Background: an optimization exercise with open tools, aiming at small area, a short achievable clock period and few clock cycles per item. Do not read the settings as production practice.
At most, simulation tests tie the RTL to the original design; equivalence was not proved.

Design alarm_sched, start of the top module:
module alarm_sched (
    input  wire        clk,
    input  wire        rst,
    input  wire        cmd_valid,
    input  wire [63:0] cmd,
    output wire        cmd_ready,
    output reg         rsp_valid,
    output reg  [31:0] rsp_data,
    output wire [2:0]  rsp_fault,
    output wire        rsp_pend
);
Size in the first run: roughly 300 flip-flops, about 19000 um^2 of cells after synthesis.
export LEC_CHECK = 0
export ABC_AREA = 1
export CAP_MARGIN = 20
export CORE_MARGIN = 2
export CORE_UTILIZATION = 40
export CTS_CLUSTER_DIAMETER = 100
export CTS_CLUSTER_SIZE = 24
export SLEW_MARGIN = 20
export DONT_USE_CELLS = sky130_fd_sc_hd__ha_1 sky130_fd_sc_hd__ha_2 sky130_fd_sc_hd__ha_4 sky130_fd_sc_hd__fa_1 sky130_fd_sc_hd__fa_2 sky130_fd_sc_hd__fa_4
export BUFFER_PORTS_ARGS = -buffer_cell sky130_fd_sc_hd__buf_2
export SETUP_SLACK_MARGIN = 35.3
create_clock -name core_clock -period 45.0 [get_ports {clk}]
standard.sh (not shown) runs the stock make flow with config.mk's settings and CLKGATE_MAP_FILE= SYNTH_SCRIPT=/design/flow/synth_recipe.tcl, a recipe that flattens the netlist after the stock synthesis.
==> flow/flow/run.sh <==
#!/bin/bash
# The standard layout with these changes to the ORFS settings:
#  - the full and half adder cells are kept out of the design (the
#    platform's other don't-use cells are still appended by its config), so
#    ORFS skips extract_fa and abc maps the arithmetic itself;
#  - every port is still buffered, with buf_2 in place of ORFS's default
#    port buffer (clkdlybuf4s50_1, a slow delay cell);
#  - timing repair aims for 35.3 ns of slack on the 45 ns clock, that is for
#    a period near 9.7 ns, instead of stopping at zero slack.
set -euo pipefail
cat >> config.mk <<'EOC'
export DONT_USE_CELLS = sky130_fd_sc_hd__ha_1 sky130_fd_sc_hd__ha_2 sky130_fd_sc_hd__ha_4 sky130_fd_sc_hd__fa_1 sky130_fd_sc_hd__fa_2 sky130_fd_sc_hd__fa_4
export BUFFER_PORTS_ARGS = -buffer_cell sky130_fd_sc_hd__buf_2
export SETUP_SLACK_MARGIN = 35.3
EOC
bash standard.sh finish > flow_make.log 2>&1
The baseline finished clean.
Testbench counts at the start, summed over its fixed seeds: cycles 20,417, ops 19,200.
Rerun with:
--- a/flow/flow/run.sh
+++ b/flow/flow/run.sh
@@ -7,4 +7,4 @@
 #    port buffer (clkdlybuf4s50_1, a slow delay cell);
-#  - timing repair aims for 35.3 ns of slack on the 45 ns clock, that is for
-#    a period near 9.7 ns, instead of stopping at zero slack.
+#  - timing repair aims for 35 ns of slack on the 45 ns clock, that is for
+#    a period near 10 ns, instead of stopping at zero slack.
 set -euo pipefail
@@ -13,3 +13,3 @@
 export BUFFER_PORTS_ARGS = -buffer_cell sky130_fd_sc_hd__buf_2
-export SETUP_SLACK_MARGIN = 35.3
+export SETUP_SLACK_MARGIN = 35.0
 EOC
--- a/flow/config.mk
+++ b/flow/config.mk
@@ -12,3 +12,3 @@
 export CTS_CLUSTER_DIAMETER = 100
-export CTS_CLUSTER_SIZE = 24
+export CTS_CLUSTER_SIZE = 28
 export SLEW_MARGIN = 20
@@ -16,2 +16,2 @@
 export BUFFER_PORTS_ARGS = -buffer_cell sky130_fd_sc_hd__buf_2
-export SETUP_SLACK_MARGIN = 35.3
+export SETUP_SLACK_MARGIN = 35.0
Outcome: The changed run completed with no timing, DRC or antenna violations. Routed wire length decreases by 0.33%. Via count shrinks by 0.55%. Cell count barely changes. Final area went down by 0.45%. Critical path depth is unchanged.

---

## run a
alarm_sched, a different RTL version from the one above (not shown whole).
Size in the first run: about 310 flip-flops, roughly 110 I/O pins, ~19,000 µm² of cells after synthesis.
export LEC_CHECK = 0
export ABC_AREA = 1
export CAP_MARGIN = 20
export CORE_MARGIN = 2
export CORE_UTILIZATION = 40
export SLEW_MARGIN = 20
export DONT_USE_CELLS = sky130_fd_sc_hd__ha_1 sky130_fd_sc_hd__ha_2 sky130_fd_sc_hd__ha_4 sky130_fd_sc_hd__fa_1 sky130_fd_sc_hd__fa_2 sky130_fd_sc_hd__fa_4
export BUFFER_PORTS_ARGS = -buffer_cell sky130_fd_sc_hd__buf_2
create_clock -name core_clock -period 45.0 [get_ports {clk}]
==> flow/flow/run.sh <==
#!/bin/bash
# The standard layout with two changes to the ORFS settings:
#  - the full and half adder cells are kept out of the design (the
#    platform's other don't-use cells are still appended by its config), so
#    ORFS skips extract_fa and abc maps the arithmetic itself;
#  - every port is still buffered, with buf_2 in place of ORFS's default
#    port buffer (clkdlybuf4s50_1, a slow delay cell).
set -euo pipefail
cat >> config.mk <<'EOC'
export DONT_USE_CELLS = sky130_fd_sc_hd__ha_1 sky130_fd_sc_hd__ha_2 sky130_fd_sc_hd__ha_4 sky130_fd_sc_hd__fa_1 sky130_fd_sc_hd__fa_2 sky130_fd_sc_hd__fa_4
export BUFFER_PORTS_ARGS = -buffer_cell sky130_fd_sc_hd__buf_2
EOC
bash standard.sh finish > flow_make.log 2>&1
Here is what was changed in the inputs of run b compared with run a.
- setting CTS_CLUSTER_SIZE to 30 for the first time
- setting CTS_CLUSTER_DIAMETER to 80 for the first time
[summary]
- For run b and run a, there was not a single run that failed to finish clean.
- From run b to run a, sequential area share after synthesis did not move at all.
- Compared with run a, run b ends up with a smaller final cell area.
- Between run b and run a, the final period demand of the worst path does not differ in any meaningful way.
- Portion of the layout cell area used by clock cells was higher in the run labelled run a.
- Total number of vias: run b and run a compared, lower one is run b
- Between run b and run a, it is run b whose clock skew is higher, by 23 ps.
- From run a to run b the numbers moved as follows: signed area change from the synthesized netlist to the final layout fell by 3.4 points, setup slack closely matched the old numbers.
No functional check of the RTL was part of any run of this note.

---

alarm_sched with an RTL version that a note above also has.
Size: roughly 300 flip-flops, roughly 110 I/O pins, roughly 19000 sq um of cells after synthesis.
export LEC_CHECK = 0
export ABC_AREA = 1
export CAP_MARGIN = 20
export CORE_MARGIN = 2
export CORE_UTILIZATION = 40
export CTS_CLUSTER_DIAMETER = 100
export CTS_CLUSTER_SIZE = 24
export SLEW_MARGIN = 20
export DONT_USE_CELLS = sky130_fd_sc_hd__ha_1 sky130_fd_sc_hd__ha_2 sky130_fd_sc_hd__ha_4 sky130_fd_sc_hd__fa_1 sky130_fd_sc_hd__fa_2 sky130_fd_sc_hd__fa_4
export BUFFER_PORTS_ARGS = -buffer_cell sky130_fd_sc_hd__buf_2
export SETUP_SLACK_MARGIN = 35.0
create_clock -name core_clock -period 45.0 [get_ports {clk}]
==> flow/flow/run.sh <==
#!/bin/bash
# The standard layout with these changes to the ORFS settings:
#  - the full and half adder cells are kept out of the design (the
#    platform's other don't-use cells are still appended by its config), so
#    ORFS skips extract_fa and abc maps the arithmetic itself;
#  - every port is still buffered, with buf_2 in place of ORFS's default
#    port buffer (clkdlybuf4s50_1, a slow delay cell);
#  - timing repair aims for 35 ns of slack on the 45 ns clock, that is for
#    a period near 10 ns, instead of stopping at zero slack.
set -euo pipefail
cat >> config.mk <<'EOC'
export DONT_USE_CELLS = sky130_fd_sc_hd__ha_1 sky130_fd_sc_hd__ha_2 sky130_fd_sc_hd__ha_4 sky130_fd_sc_hd__fa_1 sky130_fd_sc_hd__fa_2 sky130_fd_sc_hd__fa_4
export BUFFER_PORTS_ARGS = -buffer_cell sky130_fd_sc_hd__buf_2
export SETUP_SLACK_MARGIN = 35.0
EOC
bash standard.sh finish > flow_make.log 2>&1
The starting point finished with timing, DRC and antenna clean.
Testbench counts at the start, summed over its fixed seeds: cycles 20,417, ops 19,200.
Rerun with:
--- a/flow/flow/run.sh
+++ b/flow/flow/run.sh
@@ -8,2 +8,2 @@
-#  - timing repair aims for 35 ns of slack on the 45 ns clock, that is for
-#    a period near 10 ns, instead of stopping at zero slack.
+#  - timing repair aims for 34.8 ns of slack on the 45 ns clock, that is for
+#    a period near 10.2 ns, instead of stopping at zero slack.
@@ -14 +14 @@
-export SETUP_SLACK_MARGIN = 35.0
+export SETUP_SLACK_MARGIN = 34.8
Settings changed: SETUP_SLACK_MARGIN 35.0 to 34.8.
=>
- synthesized cell count does not change
- worst setup slack is worse by 56 ps
- count of clock-buffer cells in the layout came out higher by 2
- critical path depth does not change
- non-clock buffer count rose by 1
- worst hold slack hardly moves
- area after synthesis does not change
- register-to-register slack got worse by 170 ps
- first-iteration DRC count goes up by 1.3%

---

alarm_sched, a different RTL version from the one above (not shown whole).
Size in the first run: about 2500 cells after synthesis, ~110 I/O pins, ~19000 um2 of cells after synthesis.
Design alarm_sched, start of the top module:
module alarm_sched (
    input  wire        clk,
    input  wire        rst,
    input  wire        cmd_valid,
    input  wire [63:0] cmd,
    output wire        cmd_ready,
    output reg         rsp_valid,
    output reg  [31:0] rsp_data,
    output wire [2:0]  rsp_fault,
    output wire        rsp_pend
);
    localparam [7:0] OP_RESET = 8'h01;
    localparam [7:0] OP_SEC   = 8'h03;
    localparam [7:0] OP_CLASS = 8'h18;
    localparam [7:0] OP_AINIT = 8'h20;
    localparam [7:0] OP_ASERV = 8'h21;
    localparam [7:0] OP_ASET  = 8'h22;
    localparam [7:0] OP_AGET  = 8'h23;
    localparam [7:0] OP_TSET  = 8'h24;
    localparam [7:0] OP_TGET  = 8'h25;
    localparam [2:0] F_NONE    = 3'd0;
    localparam [2:0] F_ILLEGAL = 3'd1;
    localparam [2:0] F_RANGE   = 3'd2;
    localparam [2:0] F_ARM_OVF = 3'd3;
    localparam [9:0]  DAY_HI    = 10'd675;         
    localparam [24:0] LAST_BASE = 25'd33554250;    
    localparam [24:0] PREV_BASE = 25'd33553575;    
    localparam [9:0]  LAST_FREE = 10'd182;         
    function automatic [32:0] radd(input [31:0] a, input [31:0] b, input ci);
        integer n;
  ...
export LEC_CHECK = 0
export ABC_AREA = 1
export CAP_MARGIN = 20
export CORE_MARGIN = 2
export CORE_UTILIZATION = 40
export CTS_CLUSTER_DIAMETER = 100
export CTS_CLUSTER_SIZE = 24
export SLEW_MARGIN = 20
export DONT_USE_CELLS = sky130_fd_sc_hd__ha_1 sky130_fd_sc_hd__ha_2 sky130_fd_sc_hd__ha_4 sky130_fd_sc_hd__fa_1 sky130_fd_sc_hd__fa_2 sky130_fd_sc_hd__fa_4
export BUFFER_PORTS_ARGS = -buffer_cell sky130_fd_sc_hd__buf_2
export SETUP_SLACK_MARGIN = 35.3
create_clock -name core_clock -period 45.0 [get_ports {clk}]
==> flow/flow/run.sh <==
#!/bin/bash
# The standard layout with these changes to the ORFS settings:
#  - the full and half adder cells are kept out of the design (the
#    platform's other don't-use cells are still appended by its config), so
#    ORFS skips extract_fa and abc maps the arithmetic itself;
#  - every port is still buffered, with buf_2 in place of ORFS's default
#    port buffer (clkdlybuf4s50_1, a slow delay cell);
#  - timing repair aims for 35.3 ns of slack on the 45 ns clock, that is for
#    a period near 9.7 ns, instead of stopping at zero slack.
set -euo pipefail
cat >> config.mk <<'EOC'
export DONT_USE_CELLS = sky130_fd_sc_hd__ha_1 sky130_fd_sc_hd__ha_2 sky130_fd_sc_hd__ha_4 sky130_fd_sc_hd__fa_1 sky130_fd_sc_hd__fa_2 sky130_fd_sc_hd__fa_4
export BUFFER_PORTS_ARGS = -buffer_cell sky130_fd_sc_hd__buf_2
export SETUP_SLACK_MARGIN = 35.3
EOC
bash standard.sh finish > flow_make.log 2>&1
Next try:
==> flow/flow/run.sh (replaced) <==
#!/bin/bash
# The standard layout with two changes to the ORFS settings:
#  - the full and half adder cells are kept out of the design (the
#    platform's other don't-use cells are still appended by its config), so
#    ORFS skips extract_fa and abc maps the arithmetic itself;
#  - every port is still buffered, with buf_2 in place of ORFS's default
#    port buffer (clkdlybuf4s50_1, a slow delay cell).
set -euo pipefail
cat >> config.mk <<'EOC'
export DONT_USE_CELLS = sky130_fd_sc_hd__ha_1 sky130_fd_sc_hd__ha_2 sky130_fd_sc_hd__ha_4 sky130_fd_sc_hd__fa_1 sky130_fd_sc_hd__fa_2 sky130_fd_sc_hd__fa_4
export BUFFER_PORTS_ARGS = -buffer_cell sky130_fd_sc_hd__buf_2
EOC
bash standard.sh finish > flow_make.log 2>&1
Settings changed: SETUP_SLACK_MARGIN 35.3 to not set.
Area after synthesis is unchanged; design area is lower by 2.0%; clock skew is lower by 21 ps.
No functional check of the RTL was part of any run of this note.

## separate check: timing with driven ports
The results above use ideal ports. As a check the final layouts listed here were re-extracted and re-timed, cells and wires unchanged. Step 1 sets driving cells, clkbuf_16 on the clock port and buf_2 on the other inputs (assumed; they add their load-dependent delay and slew). Step 2 also shifts input and output timing later by t, the mid clock arrival at the registers, as if the neighbouring blocks saw the same clock. Three values: ideal, step 1, step 2; two values: the first two.
| run | t (ns) | setup slack, ns | clock arrival spread, ns | worst register clock-pin slew, ns | worst slew at a driven data input, ns |
|---|---|---|---|---|---|
| the first run of note 1 | 0.594 | 34.953 / 34.895 / 34.774 | 0.028 / 0.028 | 0.11 / 0.11 | 0.04 |
| the second run of note 1 | 0.602 | 34.962 / 34.904 / 34.549 | 0.030 / 0.030 | 0.11 / 0.11 | 0.04 |
| run a | 0.607 | 34.838 / 34.786 / 34.958 | 0.021 / 0.021 | 0.06 / 0.06 | 0.04 |
| run b | 0.605 | 34.835 / 34.782 / 34.975 | 0.045 / 0.045 | 0.11 / 0.11 | 0.04 |
| the first run of note 3 | 0.592 | 34.965 / 34.907 / 34.571 | 0.031 / 0.032 | 0.10 / 0.10 | 0.04 |
| the second run of note 3 | 0.597 | 34.910 / 34.853 / 34.411 | 0.036 / 0.037 | 0.11 / 0.11 | 0.04 |
| the first run of note 4 | 0.601 | 34.973 / 34.918 / 34.794 | 0.063 / 0.063 | 0.11 / 0.11 | 0.03 |
| the second run of note 4 | 0.603 | 34.722 / 34.670 / 34.266 | 0.043 / 0.043 | 0.10 / 0.10 | 0.03 |
After both steps every run listed still meets setup and hold. For the second run of note 3, which loses most, drivers alone change the setup slack by -0.057 ns; drivers and shift together by -0.499 ns.
